This is an optimization exercise on Yosys and OpenROAD, whose aim is small area and few clock cycles, not a production implementation.
Only simulation tests tie the RTL to the original design; equivalence was not proved.
No activity file was given, so power comes from the tool's default toggle rates.

==> flow/design.v <==
module qca7k_core (
    input  wire        clk,
    input  wire        rst,
    input  wire        req_valid,
    output wire        req_ready,
    input  wire [7:0]  req_op,
    input  wire        req_read,
    input  wire        req_internal,
    input  wire [15:0] req_reg,
    input  wire [15:0] req_val,
    input  wire [15:0] req_size,
    input  wire        req_dst_valid,
    input  wire [7:0]  req_dst,
    output reg         rsp_valid,
    output reg  [3:0]  rsp_code,
    output reg  [15:0] rsp_data,
    output reg         bus_valid,
    output reg  [1:0]  bus_kind,
    output reg  [7:0]  bus_txd,
    input  wire        bus_ready,
    input  wire [7:0]  bus_rxd,
    output wire        src_req,
    output wire [10:0] src_addr,
    input  wire        src_ack,
    input  wire [7:0]  src_data,
    output reg         mw_valid,
    output reg  [7:0]  mw_buf,
    output reg  [10:0] mw_addr,
    output reg  [7:0]  mw_data
);
    localparam [1:0] K_BEGIN = 2'd0, K_END = 2'd1, K_TX = 2'd2, K_RX = 2'd3;
    localparam [7:0] OP_ENCODE_CMD  = 8'h00, OP_REG_READ    = 8'h01,
                     OP_REG_WRITE   = 8'h02, OP_GET_MASK    = 8'h03,
                     OP_SET_MASK    = 8'h04, OP_ENABLE_ALL  = 8'h05,
                     OP_DISABLE_ALL = 8'h06, OP_ENABLE      = 8'h07,
                     OP_DISABLE     = 8'h08, OP_FETCH_ACK   = 8'h09,
                     OP_READ_SIG    = 8'h0A, OP_STARTUP     = 8'h0B,
                     OP_SOFT_RESET  = 8'h0C, OP_SEND        = 8'h0D,
                     OP_RECEIVE     = 8'h0E;
    localparam [3:0] R_OK = 4'd0, R_BAD_SIGNATURE = 4'd1, R_FRAME_OVERFLOW = 4'd2,
                     R_WRITE_BUFFER_INSUFFICIENT = 4'd3, R_NULL_RECEIVE_BUFFER = 4'd4,
                     R_EMPTY_READ_BUFFER = 4'd5, R_INTERNAL_ERROR = 4'd6,
                     R_SUCCESS = 4'd7, R_IN_PROGRESS = 4'd8, R_REFUSED = 4'd15;
    localparam [15:0] REG_BFR_SIZE       = 16'h0100, REG_WRBUF_SPC_AVA = 16'h0200,
                      REG_RDBUF_BYTE_AVA = 16'h0300, REG_SPI_CONFIG    = 16'h0400,
                      REG_INTR_CAUSE     = 16'h0C00, REG_INTR_ENABLE   = 16'h0D00,
                      REG_SIGNATURE      = 16'h1A00;
    localparam [15:0] FRAME_MAX = 16'd1522, FRAME_MIN = 16'd60;
    localparam [15:0] SIGNATURE_EXPECTED = 16'hAA55;
    localparam [15:0] INT_ALL = 16'h0047;
    localparam [15:0] SPI_CONFIG_RESET = 16'h0040;
    localparam [7:0] SOF_BYTE = 8'hAA, RSVD_BYTE = 8'h00, EOF_BYTE = 8'h55;
    localparam [2:0] S_SOF = 3'd0, S_FL = 3'd1, S_RSVD = 3'd2, S_FRAME = 3'd3,
                     S_EOF = 3'd4, S_SUCCESS = 3'd5, S_IERR = 3'd6;
    localparam [3:0] P_IDLE    = 4'd0,  P_BEGIN   = 4'd1,  P_CMD_HI  = 4'd2,
                     P_CMD_LO  = 4'd3,  P_DATA_HI = 4'd4,  P_DATA_LO = 4'd5,
                     P_END     = 4'd6,  P_DECIDE  = 4'd7,  P_SRC     = 4'd8,
                     P_STREAM  = 4'd9,  P_RXLOOP  = 4'd10, P_RESP    = 4'd11;
    localparam [1:0] T_REG_READ = 2'd0, T_REG_WRITE = 2'd1, T_EXT_WRITE = 2'd2,
                     T_EXT_READ = 2'd3;
    reg [3:0]  phase;
    reg [1:0]  step;           
    reg [7:0]  op;
    reg [15:0] opnd;           
    reg [10:0] size;           
    reg [1:0]  tkind;          
    reg [15:0] cmd;            
    reg [15:0] wdata;          
    reg [15:0] rdata;          
    reg [10:0] pos;            
    reg [7:0]  src_byte;       
    reg [15:0] remain;         
    reg [3:0]  res_code;
    reg [15:0] res_data;
    reg [2:0]  rx_state;
    reg [10:0] rx_cnt;         
    reg [7:0]  rx_sent;        
    reg [10:0] rx_len;
    reg [10:0] rx_cur;
    reg        rx_buf_valid;
    reg [7:0]  rx_buf;
    assign req_ready = (phase == P_IDLE);
    wire req_fire = req_valid && req_ready;
    reg reg_known;
    always @(*) begin
        case (req_reg)
            REG_BFR_SIZE, REG_WRBUF_SPC_AVA, REG_RDBUF_BYTE_AVA, REG_SPI_CONFIG,
            REG_INTR_CAUSE, REG_INTR_ENABLE, REG_SIGNATURE: reg_known = 1'b1;
            default: reg_known = 1'b0;
        endcase
    end
    wire [15:0] encoded_cmd = {req_read, req_internal,
                               req_internal ? req_reg[13:0] : 14'd0};
    wire [10:0] send_n    = (size < FRAME_MIN[10:0]) ? FRAME_MIN[10:0] : size;
    wire [10:0] send_need = send_n + 11'd10;
    wire [10:0] pay_idx   = pos - 11'd8;
    wire        in_pay    = (pos >= 11'd8) && (pos < send_n + 11'd8);
    wire        need_src  = in_pay && (pay_idx < size);
    wire        last_pos  = (pos == send_need - 11'd1);
    reg [7:0] env_byte;
    always @(*) begin
        if (pos < 11'd4)          env_byte = SOF_BYTE;
        else if (pos == 11'd4)    env_byte = send_n[7:0];
        else if (pos == 11'd5)    env_byte = {5'd0, send_n[10:8]};
        else if (pos < 11'd8)     env_byte = RSVD_BYTE;
        else if (need_src)        env_byte = src_byte;
        else if (in_pay)          env_byte = 8'h00;
        else                      env_byte = EOF_BYTE;
    end
    assign src_req  = (phase == P_SRC);
    assign src_addr = pay_idx;
    reg [2:0]  ns_state;
    reg [10:0] ns_cnt;
    reg [7:0]  ns_sent;
    reg [10:0] ns_len;
    reg [10:0] ns_cur;
    reg        bs_done;
    reg        bs_ierr;
    reg        bs_mem;
    wire [7:0]  b = bus_rxd;
    wire [15:0] fl_len = {b, rx_len[7:0]};    
    always @(*) begin
        ns_state = rx_state;
        ns_cnt   = rx_cnt;
        ns_sent  = rx_sent;
        ns_len   = rx_len;
        ns_cur   = rx_cur;
        bs_done  = 1'b0;
        bs_ierr  = 1'b0;
        bs_mem   = 1'b0;
        case (rx_state)
            S_SOF, S_RSVD, S_EOF: begin
                if (b == rx_sent) begin
                    ns_cnt = rx_cnt - 11'd1;
                    if (ns_cnt == 11'd0) begin
                        if (rx_state == S_SOF) begin
                            ns_state = S_FL;
                            ns_cnt   = 11'd2;
                            ns_len   = 11'd0;
                        end else if (rx_state == S_RSVD) begin
                            ns_cur = 11'd0;
                            if (rx_len == 11'd0) begin
                                ns_state = S_EOF;
                                ns_cnt   = 11'd2;
                                ns_sent  = EOF_BYTE;
                            end else begin
                                ns_state = S_FRAME;
                                ns_cnt   = rx_len;
                            end
                        end else begin
                            bs_done  = 1'b1;
                            ns_state = S_SUCCESS;
                            ns_cnt   = 11'd4;
                            ns_sent  = SOF_BYTE;
                            ns_len   = 11'd0;
                            ns_cur   = 11'd0;
                        end
                    end
                end else begin
                    ns_state = S_SOF;
                    ns_cnt   = 11'd4;
                    ns_sent  = SOF_BYTE;
                    ns_len   = 11'd0;
                    ns_cur   = 11'd0;
                    if (rx_state != S_SOF && b == SOF_BYTE)
                        ns_cnt = 11'd3;
                end
            end
            S_FL: begin
                if (rx_cnt == 11'd2)
                    ns_len = rx_len | {3'd0, b};
                else
                    ns_len = fl_len[10:0];
                ns_cnt = rx_cnt - 11'd1;
                if (ns_cnt == 11'd0) begin
                    if (fl_len > FRAME_MAX) begin
                        ns_state = S_SOF;
                        ns_cnt   = 11'd4;
                        ns_sent  = SOF_BYTE;
                        ns_len   = 11'd0;
                        ns_cur   = 11'd0;
                    end else begin
                        ns_state = S_RSVD;
                        ns_cnt   = 11'd2;
                        ns_sent  = RSVD_BYTE;
                    end
                end
            end
            S_FRAME: begin
                bs_mem = 1'b1;
                ns_cur = rx_cur + 11'd1;
                ns_cnt = rx_cnt - 11'd1;
                if (ns_cnt == 11'd0) begin
                    ns_state = S_EOF;
                    ns_cnt   = 11'd2;
                    ns_sent  = EOF_BYTE;
                end
            end
            default: begin
                bs_ierr  = 1'b1;
                ns_state = S_IERR;
                ns_cnt   = 11'd4;
                ns_sent  = SOF_BYTE;
                ns_len   = 11'd0;
                ns_cur   = 11'd0;
            end
        endcase
    end
    always @(*) begin
        bus_valid = 1'b0;
        bus_kind  = K_TX;
        bus_txd   = 8'h00;
        case (phase)
            P_BEGIN:   begin bus_valid = 1'b1; bus_kind = K_BEGIN; end
            P_CMD_HI:  begin bus_valid = 1'b1; bus_txd = cmd[15:8]; end
            P_CMD_LO:  begin bus_valid = 1'b1; bus_txd = cmd[7:0]; end
            P_DATA_HI: begin
                bus_valid = 1'b1;
                if (tkind == T_REG_READ) bus_kind = K_RX;
                else                     bus_txd  = wdata[15:8];
            end
            P_DATA_LO: begin
                bus_valid = 1'b1;
                if (tkind == T_REG_READ) bus_kind = K_RX;
                else                     bus_txd  = wdata[7:0];
            end
            P_STREAM:  begin bus_valid = 1'b1; bus_txd = env_byte; end
            P_RXLOOP:  begin bus_valid = 1'b1; bus_kind = K_RX; end
            P_END:     begin bus_valid = 1'b1; bus_kind = K_END; end
            default: ;
        endcase
    end
    wire bus_fire = bus_valid && bus_ready;
    task start_reg;
        input        is_write;
        input [13:0] addr;
        input [15:0] value;
        begin
            tkind <= is_write ? T_REG_WRITE : T_REG_READ;
            cmd   <= {~is_write, 1'b1, addr};
            wdata <= value;
            phase <= P_BEGIN;
        end
    endtask
    task finish;
        input [3:0]  code;
        input [15:0] data;
        begin
            res_code <= code;
            res_data <= data;
            phase    <= P_RESP;
        end
    endtask
    always @(posedge clk) begin
        if (rst) begin
            phase        <= P_IDLE;
            step         <= 2'd0;
            rsp_valid    <= 1'b0;
            mw_valid     <= 1'b0;
            rx_state     <= S_SOF;
            rx_cnt       <= 11'd4;
            rx_sent      <= SOF_BYTE;
            rx_len       <= 11'd0;
            rx_cur       <= 11'd0;
            rx_buf_valid <= 1'b0;
            rx_buf       <= 8'd0;
        end else begin
            rsp_valid <= 1'b0;
            mw_valid  <= 1'b0;
            case (phase)
                P_IDLE: begin
                    if (req_fire) begin
                        op   <= req_op;
                        opnd <= req_val;
                        size <= req_size[10:0];
                        step <= 2'd0;
                        case (req_op)
                            OP_ENCODE_CMD: finish(R_OK, encoded_cmd);
                            OP_REG_READ:
                                if (reg_known) start_reg(1'b0, req_reg[13:0], 16'd0);
                                else           finish(R_REFUSED, 16'd0);
                            OP_REG_WRITE:
                                if (reg_known) start_reg(1'b1, req_reg[13:0], req_val);
                                else           finish(R_REFUSED, 16'd0);
                            OP_GET_MASK:    start_reg(1'b0, REG_INTR_ENABLE[13:0], 16'd0);
                            OP_SET_MASK:    start_reg(1'b1, REG_INTR_ENABLE[13:0], req_val);
                            OP_ENABLE_ALL:  start_reg(1'b1, REG_INTR_ENABLE[13:0], INT_ALL);
                            OP_DISABLE_ALL: start_reg(1'b1, REG_INTR_ENABLE[13:0], 16'd0);
                            OP_ENABLE,
                            OP_DISABLE:     start_reg(1'b0, REG_INTR_ENABLE[13:0], 16'd0);
                            OP_FETCH_ACK:   start_reg(1'b1, REG_INTR_ENABLE[13:0], 16'd0);
                            OP_READ_SIG,
                            OP_STARTUP:     start_reg(1'b0, REG_SIGNATURE[13:0], 16'd0);
                            OP_SOFT_RESET:  start_reg(1'b0, REG_SPI_CONFIG[13:0], 16'd0);
                            OP_SEND:
                                if (req_size > FRAME_MAX) finish(R_FRAME_OVERFLOW, 16'd0);
                                else start_reg(1'b0, REG_WRBUF_SPC_AVA[13:0], 16'd0);
                            OP_RECEIVE: begin
                                if (!req_dst_valid) begin
                                    finish(R_NULL_RECEIVE_BUFFER, 16'd0);
                                end else begin
                                    if (!rx_buf_valid || rx_buf != req_dst ||
                                        rx_state == S_SUCCESS || rx_state == S_IERR) begin
                                        rx_state     <= S_SOF;
                                        rx_cnt       <= 11'd4;
                                        rx_sent      <= SOF_BYTE;
                                        rx_len       <= 11'd0;
                                        rx_cur       <= 11'd0;
                                        rx_buf_valid <= 1'b1;
                                        rx_buf       <= req_dst;
                                    end
                                    start_reg(1'b0, REG_RDBUF_BYTE_AVA[13:0], 16'd0);
                                end
                            end
                            default: finish(R_REFUSED, 16'd0);
                        endcase
                    end
                end
                P_BEGIN:  if (bus_fire) phase <= P_CMD_HI;
                P_CMD_HI: if (bus_fire) phase <= P_CMD_LO;
                P_CMD_LO: if (bus_fire) begin
                    case (tkind)
                        T_EXT_WRITE: phase <= need_src ? P_SRC : P_STREAM;
                        T_EXT_READ:  phase <= P_RXLOOP;
                        default:     phase <= P_DATA_HI;
                    endcase
                end
                P_DATA_HI: if (bus_fire) begin
                    rdata[15:8] <= bus_rxd;
                    phase <= P_DATA_LO;
                end
                P_DATA_LO: if (bus_fire) begin
                    rdata[7:0] <= bus_rxd;
                    phase <= P_END;
                end
                P_SRC: if (src_ack) begin
                    src_byte <= src_data;
                    phase    <= P_STREAM;
                end
                P_STREAM: if (bus_fire) begin
                    pos <= pos + 11'd1;
                    if (last_pos) phase <= P_END;
                    else if (in_pay && (pay_idx + 11'd1 < size)) phase <= P_SRC;
                    else if ((pos + 11'd1 == 11'd8) && (size != 11'd0)) phase <= P_SRC;
                end
                P_RXLOOP: if (bus_fire) begin
                    rx_state <= ns_state;
                    rx_cnt   <= ns_cnt;
                    rx_sent  <= ns_sent;
                    rx_len   <= ns_len;
                    rx_cur   <= ns_cur;
                    remain   <= remain - 16'd1;
                    if (bs_mem) begin
                        mw_valid <= 1'b1;
                        mw_buf   <= rx_buf;
                        mw_addr  <= rx_cur;
                        mw_data  <= b;
                    end
                    if (bs_done) begin
                        res_code <= R_SUCCESS;
                        res_data <= {5'd0, rx_len};
                        phase    <= P_END;
                    end else if (bs_ierr) begin
                        res_code <= R_INTERNAL_ERROR;
                        res_data <= 16'd0;
                        phase    <= P_END;
                    end else if (remain == 16'd1) begin
                        res_code <= R_IN_PROGRESS;
                        res_data <= {13'd0, ns_state};
                        phase    <= P_END;
                    end
                end
                P_END: if (bus_fire) phase <= P_DECIDE;
                P_DECIDE: begin
                    step <= step + 2'd1;
                    case (op)
                        OP_ENABLE:
                            if (step == 2'd0) start_reg(1'b1, REG_INTR_ENABLE[13:0], rdata | opnd);
                            else              finish(R_OK, 16'd0);
                        OP_DISABLE:
                            if (step == 2'd0) start_reg(1'b1, REG_INTR_ENABLE[13:0], rdata & ~opnd);
                            else              finish(R_OK, 16'd0);
                        OP_FETCH_ACK:
                            if (step == 2'd0)      start_reg(1'b0, REG_INTR_CAUSE[13:0], 16'd0);
                            else if (step == 2'd1) start_reg(1'b1, REG_INTR_CAUSE[13:0], rdata);
                            else                   finish(R_OK, wdata);
                        OP_STARTUP:
                            if (step == 2'd0)      start_reg(1'b0, REG_SIGNATURE[13:0], 16'd0);
                            else if (step == 2'd1) begin
                                if (rdata != SIGNATURE_EXPECTED) finish(R_BAD_SIGNATURE, 16'd0);
                                else start_reg(1'b1, REG_INTR_ENABLE[13:0], INT_ALL);
                            end
                            else                   finish(R_OK, 16'd0);
                        OP_SOFT_RESET:
                            if (step == 2'd0) start_reg(1'b1, REG_SPI_CONFIG[13:0], rdata | SPI_CONFIG_RESET);
                            else              finish(R_OK, 16'd0);
                        OP_SEND:
                            if (step == 2'd0) begin
                                if (rdata < {5'd0, send_need}) finish(R_WRITE_BUFFER_INSUFFICIENT, 16'd0);
                                else start_reg(1'b1, REG_BFR_SIZE[13:0], {5'd0, send_need});
                            end else if (step == 2'd1) begin
                                tkind <= T_EXT_WRITE;
                                cmd   <= 16'h0000;
                                pos   <= 11'd0;
                                phase <= P_BEGIN;
                            end else begin
                                finish(R_OK, 16'd0);
                            end
                        OP_RECEIVE:
                            if (step == 2'd0) begin
                                if (rdata == 16'd0) finish(R_EMPTY_READ_BUFFER, 16'd0);
                                else begin
                                    tkind  <= T_EXT_READ;
                                    cmd    <= 16'h8000;
                                    remain <= rdata;
                                    phase  <= P_BEGIN;
                                end
                            end else begin
                                phase <= P_RESP;
                            end
                        OP_REG_READ, OP_GET_MASK, OP_READ_SIG:
                            finish(R_OK, rdata);
                        default:
                            finish(R_OK, 16'd0);
                    endcase
                end
                P_RESP: begin
                    rsp_valid <= 1'b1;
                    rsp_code  <= res_code;
                    rsp_data  <= res_data;
                    phase     <= P_IDLE;
                end
                default: phase <= P_IDLE;
            endcase
        end
    end
endmodule
==> flow/run.sh <==
#!/bin/bash
# synth_recipe.tcl (not shown) runs the flow's synth.tcl, then flattens the netlist and writes it again
# the make line also repeats each setting of config.mk as NAME=value (left out here)
make -C /OpenROAD-flow-scripts/flow DESIGN_CONFIG=/design/flow/config.mk WORK_HOME=/design/flow/orfs CLKGATE_MAP_FILE= SYNTH_SCRIPT=/design/flow/synth_recipe.tcl finish
==> flow/config.mk <==
export PLATFORM = sky130hd
export DESIGN_NAME = qca7k_core
export DESIGN_NICKNAME = qca7k_core
export VERILOG_FILES = /design/flow/design.v
export SDC_FILE = /design/flow/constraint.sdc
export NUM_CORES = 4
export LEC_CHECK = 0
export CAP_MARGIN = 20
export CORE_MARGIN = 2
export CORE_UTILIZATION = 40
export PLACE_DENSITY = 0.6
export SLEW_MARGIN = 20
==> flow/constraint.sdc <==
create_clock -name core_clock -period 7.0 [get_ports {clk}]
set_input_delay 1.4000 -clock core_clock [delete_from_list [all_inputs] [get_ports {clk}]]
set_output_delay 1.4000 -clock core_clock [all_outputs]
set_load 0.01 [all_outputs]
==> summary.txt <==
## power by group
group	internal [mW]	switching, mW	total (mW)
combinational	0.351	0.514	0.865
sequential	1.65	0.0938	1.74
clock	0.804	0.622	1.43
total	2.80	1.23	4.03
## cells in the final DEF, fill, tap and decap left out, types with 16 or more instances in the layout
| cell | synthesis | final |
|---|---|---|
| a22oi_1 | 16 | 16 |
| xor2_1 | 24 | 24 |
| dfxtp_1 | 55 | 55 |
| o211ai_1 | 16 | 16 |
| edfxtp_1 | 187 | 187 |
| ha_1 | 59 | 59 |
| inv_1 | 48 | 48 |
| and2_1 | 27 | 27 |
| a31oi_1 | 19 | 19 |
| o21ai_0 | 128 | 128 |
| buf_4 | 3 | 23 |
| nand2_1 | 169 | 169 |
| clkbuf_16 | 0 | 28 |
| clkdlybuf4s50_1 | 0 | 160 |
| nand3_1 | 56 | 56 |
| nor2b_1 | 20 | 19 |
| mux2i_1 | 26 | 26 |
| a21oi_1 | 99 | 99 |
| nand2b_1 | 21 | 21 |
| nor4_1 | 25 | 22 |
| xnor2_1 | 48 | 48 |
| nor2_1 | 143 | 142 |
| nor3_1 | 41 | 39 |
| a211oi_1 | 18 | 17 |
## cell type report
| type | count | area (um^2) |
|---|---|---|
| well taps | 468 | 586 |
| multi-input cells | 1208 | 7600 |
| fillers | 3490 | 18800 |
| inverters | 48 | 180 |
| clock inverters | 16 | 148 |
| flip-flops and latches | 242 | 6720 |
| clock buffers | 36 | 751 |
| repair buffers | 184 | 1790 |
## state kept, by name (all words and copies together) (netlist names), 11 cells and up
name	cells
remain	16
rx_cnt	11
opnd	16
rx_cur	11
mw_addr	11
wdata	16
pos	11
rdata	16
res_data	16
cmd	16
rx_len	11
size	11
rsp_data	16
## worst max path at each step
stage                       start                     to  slack (ns)  depth (start not counted)
2_1_floorplan  size[10]$_DFFE_PP_  res_data[0]$_DFFE_PP_        1.42                         21
3_3_place_gp    size[8]$_DFFE_PP_             bus_txd[1]        1.28                         15
3_5_place_dp    size[8]$_DFFE_PP_             bus_txd[5]        1.18                         15
4_1_cts        size[10]$_DFFE_PP_             bus_txd[5]        0.57                         15
5_1_grt        size[10]$_DFFE_PP_             bus_txd[1]        0.30                         15
6_report       size[10]$_DFFE_PP_             bus_txd[5]        0.55                         15
## cell families after synthesis
group,Yosys count
simple gates,587
flops,242
fa+ha+maj,60
mux,27
compound gates,461
buf+inv,149
xor+xnor,73
## layer usage
metal / GRT usage / routed length [um] / up-vias
met5: 0 / 0 / -
met2: 0.394 / 22300 / 683
li1: - / - / 6217
met4: 0.0624 / 1250 / 0
met3: 0.0404 / 4270 / 70
met1: 0.406 / 24400 / 6620
## stage by stage
step | total power [mW] | setup slack, ns | area (um^2) | utilization | hold slack [ns]
after floorplan | 2.25 | 1.42 | 14800 | - | 0.400
final | 4.03 | 0.550 | 17800 | 0.486 | 0.418
after global routing | 4.18 | 0.298 | 17800 | 0.486 | 0.425
after detailed placement | 2.61 | 1.18 | 16900 | 0.460 | 0.406
after CTS | 4.03 | 0.569 | 17800 | 0.485 | 0.419
after global placement | 2.61 | 1.28 | 16900 | 0.460 | 0.403
## worst max-delay path: cells and delay by family, from the launching register on
family	cells	cell delay (ns)
AND/OR/NAND/NOR	4	1.26
AO/OA/AOI/OAI	6	1.21
buffers and inverters	2	0.76
adder cells (fa/ha/maj)	2	0.55
flip-flops	1	0.50
XOR/XNOR	1	0.17
==> run_results.csv <==
group,metric,value,unit
status,outcome,"complete, no violations",
critical_path,max_stage_delay,0.63,ns
synth,yosysMostFrequentCell,"edfxtp_1",
grt,antenna_found_initial,1,
timing,min_period,6.45,ns
power_and_ir_drop,ir_drop,181,uV
critical_path,crit_fanout,10,
timing,fin_crit_sh,0.921,
floorplanning,dieHeight,197,um
final_layout,instances_no_fill,2202,
final_layout,nNetsFinal,1859,
synth,synthCells,1599,
routing,first_pass_iters,5,
timing,fmax,155,MHz
routing,route.vias.total,13600,
cts,postCtsHoldBufs,0,
critical_path,crit_chain,"or4_4 -> o21ai_1 -> buf_4 -> ha_1 -> nand3_1 -> xnor2_1 -> ha_1 -> a21o_1 -> a221oi_1 -> o211ai_1 -> nand2b_1 -> nor2_1 -> a211oi_1 -> o21ai_0 -> clkdlybuf4s50_1",
critical_path,crit_path_top_delay_cell,"or4_4",
routing,ant_nets,0,
grt,grt_first_pass_wirelength,78100,um
routing,drt_iter0_markers,1510,
critical_path,critPathLaunchType,"flip-flop",
synth,avgSynthCellArea,9.29,um^2
floorplanning,fp.dieArea,0.0387,mm^2
critical_path,cp_common_cell,"ha_1",
synth,synth_area_leaders,"edfxtp_1 38%, dfxtp_1 7.4%, ha_1 5.0%",
cts,cts_inserted_buffers,28,
cts,clk_latency,0.57,ns
cts,postCtsSetupRepairBufs,0,
critical_path,reg2reg_depth,19,
routing,avgViaCountPerCell,6.17,
critical_path,critical_path_required,5.60,ns
flow_run,maxCapViolCount,0,
timing,max_slew_margin,0.269,
synth,synthArstFlopShare,0,
synth,yosys-top-cells-count,"187 x edfxtp_1, 169 x nand2_1, 143 x nor2_1, 128 x o21ai_0, 99 x a21oi_1",
critical_path,reg2reg_to,"res_data[5]$_DFFE_PP_",
min_path,holdPathEnd,"rsp_data[10]$_DFFE_PP_",
synth,synth_edf_count,187,
synth,ys_ff_latch,242,
synth,ys.flop_type,"edfxtp_1",
synth,synth_cell_types,87,
placement,dp.cells,2149,
min_path,holdPathStages,0,
floorplanning,num_rows,70,
cts,cts_tree,"built",
routing,wirelength,52300,um
placement,io_buffer_count,160,
timing,worst_pin_slew,1.09,ns
final_layout,area_growth_syn_to_layout,19.7,%
timing,grt_setup_unrepaired,"no",
cts,numClockSinks,242,
critical_path,worstSetupEndpointType,"primary output",
synth,yosysTopAreaCell,"edfxtp_1",
placement,hpwl,39400,um
floorplanning,start_util,0.406,
synth,synth-simple-area-share,0.193,
timing,report.final.slew_viol_count,0,
timing,tns,0,ns
timing,finClkSkew,0.0202,ns
synth,synth_compound_area_frac,0.202,
critical_path,path_class,"flip-flop to primary output",
power_and_ir_drop,p_per_area,227,mW/mm^2
timing,hold_violations,0,
grt,grt_pass1_vias,12500,
timing,finalSetupViolCount,0,
cts,cts_resized,0,
synth,yosys_warnings,1,
synth,syn_nets,1746,
synth,synthAdderAreaFrac,0.0504,
floorplanning,io_pins,161,
placement,gp_congestion,0.986,
grt,grt_overflow,0,
grt,grt.total_usage,0.266,
critical_path,r2r_setup_slack,1.64,ns
cts,ctsHtreeMaxLevel,1,
final_layout,n_antenna_cell,0,
cts,path_clk_slew,0.06,ns
floorplanning,core_area,0.0366,mm^2
synth,synthXorXnorAreaFrac,0.0440,
final_layout,drive_gt1_frac,0.0582,
synth,syn_area,0.0148,mm^2
synth,synth_top_area_frac,0.378,
floorplanning,die_w,197,um
synth,synthMuxAreaShare,0.0183,
synth,ys_seq_area_frac,0.452,
critical_path,cp.arrival,5.05,ns
routing,wire_per_inst,23.7,um
cts,root_buffer,"clkbuf_16",
min_path,hold_start,"res_data[10]$_DFFE_PP_",
grt,grt_max_degree,71,
critical_path,worstReg2RegStart,"size[10]$_DFFE_PP_",
power_and_ir_drop,power.leakage,6.20,nW
cts,clock_path_buffers,3,
routing,drc,0,
min_path,hp-class,"flip-flop to flip-flop",
synth,synth_top_family_by_area,"compound AO/OA/AOI/OAI gates",
Testbench counts, summed over its fixed seeds: cycles 1,578,837.

-- what the ideal ports hide --
Ports are ideal in the flow. The routed layout listed here was re-timed in OpenROAD.
Step 1 (the two cells are an assumption about what drives the block):
set clk [get_ports {clk}]
set_driving_cell -lib_cell sky130_fd_sc_hd__clkbuf_16 $clk
set_driving_cell -lib_cell sky130_fd_sc_hd__buf_2 [delete_from_list [all_inputs] $clk]
Step 2 also shifts input and output timing later by t, the mid clock arrival at the registers, as if the neighbouring blocks saw the same clock.
Slacks: no drivers / after step 1 / after step 2; pairs: no drivers / after step 1.
t (ns): 0.615
setup WS [ns]: 0.550 / 0.495 / 1.110
worst setup path at the end: register to output
clock arrival spread, ns: 0.021 / 0.020
worst slew at a driven data input, ns: 0.05
After both steps this run still meets setup and hold. For this run, drivers alone change the setup slack by -0.055 ns; drivers and shift together by +0.560 ns.
